From an optimization exercise on the open Yosys and OpenROAD flow, aimed at small area; shortcuts taken in it are not production practice.

==> flow/design.v <==
module swqd_sync #(
    parameter RST = 1
) (
    input  wire clk,
    input  wire rst,
    input  wire d,
    output wire q
);
    reg s1, s2;
    always @(posedge clk) begin
        if (RST && rst) begin
            s1 <= 1'b0;
            s2 <= 1'b0;
        end else begin
            s1 <= d;
            s2 <= s1;
        end
    end
    assign q = s2;
endmodule
module swqd_tpd (
    input  wire        clk,
    input  wire        rst,
    input  wire        us_tick,
    input  wire        start,          
    input  wire        line,           
    output wire        busy,
    output wire        drive_low,
    output reg  [5:0]  bitcnt,
    output wire        done,
    output wire [2:0]  result,
    output wire [2:0]  stage,
    output wire        fin,            
    output wire        ok,             
    output wire [39:0] frame,
    output reg  [7:0]  calc
);
    localparam [3:0] IDLE      = 4'd0,
                     ACK1      = 4'd1,
                     ACK2      = 4'd2,
                     ACK3      = 4'd3,
                     BIT_RISE  = 4'd4,
                     BIT_FALL  = 4'd5,
                     BIT_DELAY = 4'd6,
                     RELEASE   = 4'd7,
                     START_LOW = 4'd8;
    localparam [2:0] OC_NONE = 3'd0,
                     OC_OK   = 3'd6,
                     OC_BAD  = 3'd7;
    localparam [6:0] C_29  = 7'd97,
                     C_39  = 7'd105,
                     C_78  = 7'd73,
                     C_100 = 7'd22,
                     C_126 = 7'd64;    
    localparam [4:0] L_23  = 5'd26;
    reg [3:0]  state;
    reg [6:0]  cnt;
    reg [2:0]  oc;
    reg [39:0] shreg;
    assign busy      = (state != IDLE);
    assign drive_low = state[3];
    assign done   = (oc != OC_NONE);
    assign fin    = oc[2] & oc[1];
    assign ok     = fin & !oc[0];
    assign stage  = fin ? 3'd0 : oc;
    assign result = fin ? (oc[0] ? 3'd4 : 3'd1)
                        : (oc == 3'd0 ? 3'd0 : (oc[2] ? 3'd3 : 3'd2));
    assign frame = shreg;
    wire [4:0] lfsr    = shreg[4:0];
    wire       lfsr_in = ~(lfsr[4] ^ lfsr[2]);
    wire [6:0] cnt_inc = {cnt[5:0], ~(cnt[6] ^ cnt[5])};
    wire tick     = us_tick;
    wire target   = ~state[0];         
    wire hit      = (line == target);
    wire budget   = (cnt == C_100);
    reg  [3:0] state_n;
    reg  [2:0] oc_n;
    reg        clr;                     
    reg        shift;
    reg        shin;
    reg        sample;
    always @(*) begin
        state_n = state;
        oc_n    = oc;
        clr     = 1'b0;
        shift   = 1'b0;
        shin    = line;
        sample  = 1'b0;
        case (state)
            START_LOW: begin
                if (cnt == C_126) begin
                    shift = 1'b1;
                    shin  = lfsr_in;
                end
                if (cnt == C_78 && lfsr == L_23) begin
                    state_n = RELEASE;
                    clr     = 1'b1;
                end
            end
            RELEASE: begin
                if (cnt == C_29) begin
                    state_n = ACK1;
                    clr     = 1'b1;
                end
            end
            BIT_DELAY: begin
                if (cnt == C_39) begin
                    shift   = 1'b1;
                    sample  = 1'b1;
                    state_n = BIT_FALL;
                    clr     = 1'b1;
                end
            end
            IDLE: ;
            default: begin  
                if (hit) begin
                    clr = 1'b1;
                    if (state == BIT_FALL) begin
                        if (bitcnt == 6'd40) begin
                            state_n = IDLE;
                            oc_n    = (calc == shreg[7:0]) ? OC_OK : OC_BAD;
                        end else
                            state_n = BIT_RISE;
                    end else if (state == BIT_RISE)
                        state_n = BIT_DELAY;
                    else
                        state_n = state + 4'd1;
                end else if (budget) begin
                    clr     = 1'b1;
                    state_n = IDLE;
                    oc_n    = state[2:0];
                end
            end
        endcase
    end
    wire start_acc = start && (state == IDLE);
    wire add_byte  = sample && (bitcnt[2:0] == 3'd0) && (bitcnt[5:3] != 3'd0);
    always @(posedge clk) begin
        if (rst) begin
            state  <= IDLE;
            oc     <= OC_NONE;
            bitcnt <= 6'd0;
        end else if (start_acc) begin
            state  <= START_LOW;
            oc     <= OC_NONE;
            bitcnt <= 6'd0;
        end else if (tick) begin
            state  <= state_n;
            oc     <= oc_n;
            if (sample)
                bitcnt <= bitcnt + 6'd1;
        end
    end
    always @(posedge clk) begin
        if (state == IDLE || (tick && clr))
            cnt <= 7'd0;
        else if (tick)
            cnt <= cnt_inc;
    end
    always @(posedge clk) begin
        if (start_acc)
            shreg[4:0] <= 5'd0;
        else if (tick && shift)
            shreg <= {shreg[38:0], shin};
    end
    always @(posedge clk) begin
        if (start_acc)
            calc <= 8'd0;
        else if (tick && add_byte)
            calc <= calc + shreg[7:0];
    end
endmodule
module swqd_qd (
    input  wire       clk,
    input  wire       rst,
    input  wire       qd_tick,
    input  wire [3:0] pins,           
    input  wire       consume,        
    output reg  [3:0] snap,
    output reg        primed,
    output reg  [1:0] last_rot,
    output reg        last_edge,
    output reg  [1:0] menu_index,
    output reg        menu_pending
);
    wire a_rise   = primed && !snap[0] && pins[0];
    wire rot_pos  = a_rise &&  pins[1];
    wire rot_neg  = a_rise && !pins[1];
    wire btn_edge = primed && !snap[2] && pins[2];
    always @(posedge clk) begin
        if (rst) begin
            snap         <= 4'd0;
            primed       <= 1'b0;
            last_rot     <= 2'b00;
            last_edge    <= 1'b0;
            menu_index   <= 2'd0;
            menu_pending <= 1'b0;
        end else begin
            if (qd_tick) begin
                snap      <= pins;
                primed    <= 1'b1;
                last_rot  <= {rot_neg, a_rise};
                last_edge <= btn_edge;
                if (rot_pos && !menu_index[1])
                    menu_index <= {menu_index[0], !menu_index[0]};
                else if (rot_neg && (menu_index != 2'd0))
                    menu_index <= {1'b0, menu_index[1]};
            end
            if (qd_tick && btn_edge)
                menu_pending <= 1'b1;
            else if (consume)
                menu_pending <= 1'b0;
        end
    end
endmodule
module swqd (
    input  wire        clk,
    input  wire        rst,
    input  wire        us_tick,
    input  wire        qd_tick,
    input  wire        dq_in,
    output wire        dq_drive_low,
    input  wire        enc_a,
    input  wire        enc_b,
    input  wire        enc_btn,
    input  wire        enc_sw,
    input  wire        bus_sel,
    input  wire        bus_we,
    input  wire [3:0]  bus_addr,
    input  wire [15:0] bus_wdata,
    output reg  [15:0] bus_rdata
);
    localparam [3:0] A_CTRL         = 4'h0,
                     A_TPD_STATUS   = 4'h1,
                     A_FRAME_HUM    = 4'h2,
                     A_FRAME_TEMP   = 4'h3,
                     A_FRAME_CSUM   = 4'h4,
                     A_TEMP_SIGNED  = 4'h5,
                     A_QD_STATUS    = 4'h6,
                     A_MENU_STATE   = 4'h7,
                     A_MENU_CONSUME = 4'h8;
    wire       line;
    wire [3:0] pins;
    swqd_sync #(.RST(0)) u_sync_dq  (.clk(clk), .rst(rst), .d(dq_in),   .q(line));
    swqd_sync #(.RST(1)) u_sync_a   (.clk(clk), .rst(rst), .d(enc_a),   .q(pins[0]));
    swqd_sync #(.RST(1)) u_sync_b   (.clk(clk), .rst(rst), .d(enc_b),   .q(pins[1]));
    swqd_sync #(.RST(1)) u_sync_btn (.clk(clk), .rst(rst), .d(enc_btn), .q(pins[2]));
    swqd_sync #(.RST(1)) u_sync_sw  (.clk(clk), .rst(rst), .d(enc_sw),  .q(pins[3]));
    wire host_rd = bus_sel && !bus_we;
    wire host_wr = bus_sel &&  bus_we;
    wire start   = host_wr && (bus_addr == A_CTRL) && bus_wdata[0];
    wire consume = host_rd && (bus_addr == A_MENU_CONSUME);
    wire        tpd_busy;
    wire [5:0]  tpd_bitcnt;
    wire        tpd_done;
    wire [2:0]  tpd_result;
    wire [2:0]  tpd_stage;
    wire        tpd_fin;
    wire        tpd_ok;
    wire [39:0] frame;
    wire [7:0]  calc;
    swqd_tpd u_tpd (
        .clk       (clk),
        .rst       (rst),
        .us_tick   (us_tick),
        .start     (start),
        .line      (line),
        .busy      (tpd_busy),
        .drive_low (dq_drive_low),
        .bitcnt    (tpd_bitcnt),
        .done      (tpd_done),
        .result    (tpd_result),
        .stage     (tpd_stage),
        .fin       (tpd_fin),
        .ok        (tpd_ok),
        .frame     (frame),
        .calc      (calc)
    );
    wire [14:0] mag = frame[22:8];
    wire        neg = frame[23];
    wire [14:0] below;                  
    assign below[0] = 1'b0;
    genvar gi;
    generate
        for (gi = 1; gi < 15; gi = gi + 1) begin : g_below
            assign below[gi] = below[gi-1] | mag[gi-1];
        end
    endgenerate
    wire [15:0] temp_signed = {neg & (below[14] | mag[14]), mag ^ ({15{neg}} & below)};
    wire [3:0] qd_snap;
    wire       qd_primed;
    wire [1:0] qd_last_rot;
    wire       qd_last_edge;
    wire [1:0] menu_index;
    wire       menu_pending;
    swqd_qd u_qd (
        .clk          (clk),
        .rst          (rst),
        .qd_tick      (qd_tick),
        .pins         (pins),
        .consume      (consume),
        .snap         (qd_snap),
        .primed       (qd_primed),
        .last_rot     (qd_last_rot),
        .last_edge    (qd_last_edge),
        .menu_index   (menu_index),
        .menu_pending (menu_pending)
    );
    always @(*) begin
        bus_rdata = 16'h0000;
        if (host_rd && !rst) begin
            case (bus_addr)
                A_TPD_STATUS:   bus_rdata = {2'b00, tpd_bitcnt, tpd_stage, tpd_result, tpd_done, tpd_busy};
                A_FRAME_HUM:    bus_rdata = tpd_fin ? frame[39:24] : 16'h0000;
                A_FRAME_TEMP:   bus_rdata = tpd_fin ? frame[23:8] : 16'h0000;
                A_FRAME_CSUM:   bus_rdata = tpd_fin ? {calc, frame[7:0]} : 16'h0000;
                A_TEMP_SIGNED:  bus_rdata = tpd_ok ? temp_signed : 16'h0000;
                A_QD_STATUS:    bus_rdata = {8'h00, qd_last_edge, qd_last_rot, qd_primed, qd_snap};
                A_MENU_STATE,
                A_MENU_CONSUME: bus_rdata = {7'b0, menu_pending, 6'b0, menu_index};
                default:        bus_rdata = 16'h0000;
            endcase
        end
    end
endmodule
export LEC_CHECK = 0
export CAP_MARGIN = 20
export CORE_MARGIN = 2
export CORE_UTILIZATION = 40
export PLACE_DENSITY = 0.6
export SLEW_MARGIN = 20
create_clock -name core_clock -period 10.0 [get_ports {clk}]
standard.sh (not shown) runs the stock make flow with config.mk's settings and CLKGATE_MAP_FILE= SYNTH_SCRIPT=/design/flow/synth_recipe.tcl, a recipe that flattens the netlist after the stock synthesis.
==> flow/flow/run.sh <==
#!/bin/bash
# The standard layout (standard.sh) with three changes:
#  - synthesis maps the logic with an area-oriented ABC script
#    (flow/abc_area.script, used in place of ORFS's abc_speed.script);
#  - every port is still buffered, but with buf_1 cells;
#  - CTS builds the tree from clkbuf_8 cells, without dummy loads.
# Each step's full output goes to a log file in this folder; ORFS's own
# per-step logs are under orfs/logs/.
set -euo pipefail
W=$(pwd)

# Synthesis: a copy of ORFS's scripts with the area ABC script swapped in.
rm -rf "$W/scripts_area"
mkdir -p "$W/scripts_area"
cp -r "$FLOW_HOME/scripts/." "$W/scripts_area/"
cp "$W/flow/abc_area.script" "$W/scripts_area/abc_speed.script"
SCRIPTS_DIR="$W/scripts_area" bash "$W/standard.sh" synth > "$W/run_synth.log" 2>&1

# Floorplan to the final layout with ORFS's own scripts.
export BUFFER_PORTS_ARGS="-buffer_cell sky130_fd_sc_hd__buf_1"
export CTS_ARGS="-sink_clustering_enable -repair_clock_nets -buf_list sky130_fd_sc_hd__clkbuf_8 -dont_use_dummy_load"
bash "$W/standard.sh" > "$W/run_layout.log" 2>&1
==> flow/flow/abc_area.script <==
&get -n
&st
&deepsyn -T 60
&dch
&nf -a
&put
Edit:
==> flow/run.sh (new file) <==
#!/bin/bash
# synth_recipe.tcl (not shown) runs the flow's synth.tcl, then flattens the netlist and writes it again
# the make line also repeats each setting of config.mk as NAME=value (left out here)
make -C /OpenROAD-flow-scripts/flow DESIGN_CONFIG=/design/flow/config.mk WORK_HOME=/design/flow/orfs CLKGATE_MAP_FILE= SYNTH_SCRIPT=/design/flow/synth_recipe.tcl finish
- CTS_BUF_LIST: not set -> sky130_fd_sc_hd__clkbuf_8
- CTS_CLUSTER_DIAMETER: not set -> 60
- CTS_CLUSTER_SIZE: not set -> 20
removed: flow/flow/run.sh
removed: flow/flow/abc_area.script
removed: flow/standard.sh
Non-clock buffer count is unchanged.
Global-route usage rises by 1.7 points.
Via count rises by about a fifth.
Clock skew falls by 0.021 ns.
Setup slack got worse by 0.78 ns.
Die area rises by about a fifth.
Routed wire length rises by a quarter to a third.
Cell area rises by about a fifth.
No run of this note included a check of the RTL's function; only the layout flow was run.

==> separate check: timing with driven ports <==
In the flow no input, the clock included, has a driving cell. The finished layouts below were timed again as built, in two steps.
Step 1 assumes that a clkbuf_16 drives the clock port and a buf_2 every other input.
Step 2 adds t to the input delays and takes it off the output delays; t is the mean of the earliest and latest rising clock arrival at the registers after step 1. Input paths then give back, and output paths get back, about the clock's delay inside the block.
Three values: ideal ports, drivers, drivers and shift; two values: the first two.
run | t (ns) | slack for setup (ns) | pins driven straight from the clock port
the first run | 0.380 | 3.782 / 3.762 / 3.762 | 1
the second run | 0.398 | 3.005 / 2.979 / 2.979 | 1
After both steps every run listed still meets setup and hold. For the second run, which loses most, drivers alone change the setup slack by -0.026 ns; drivers and shift together by -0.026 ns.
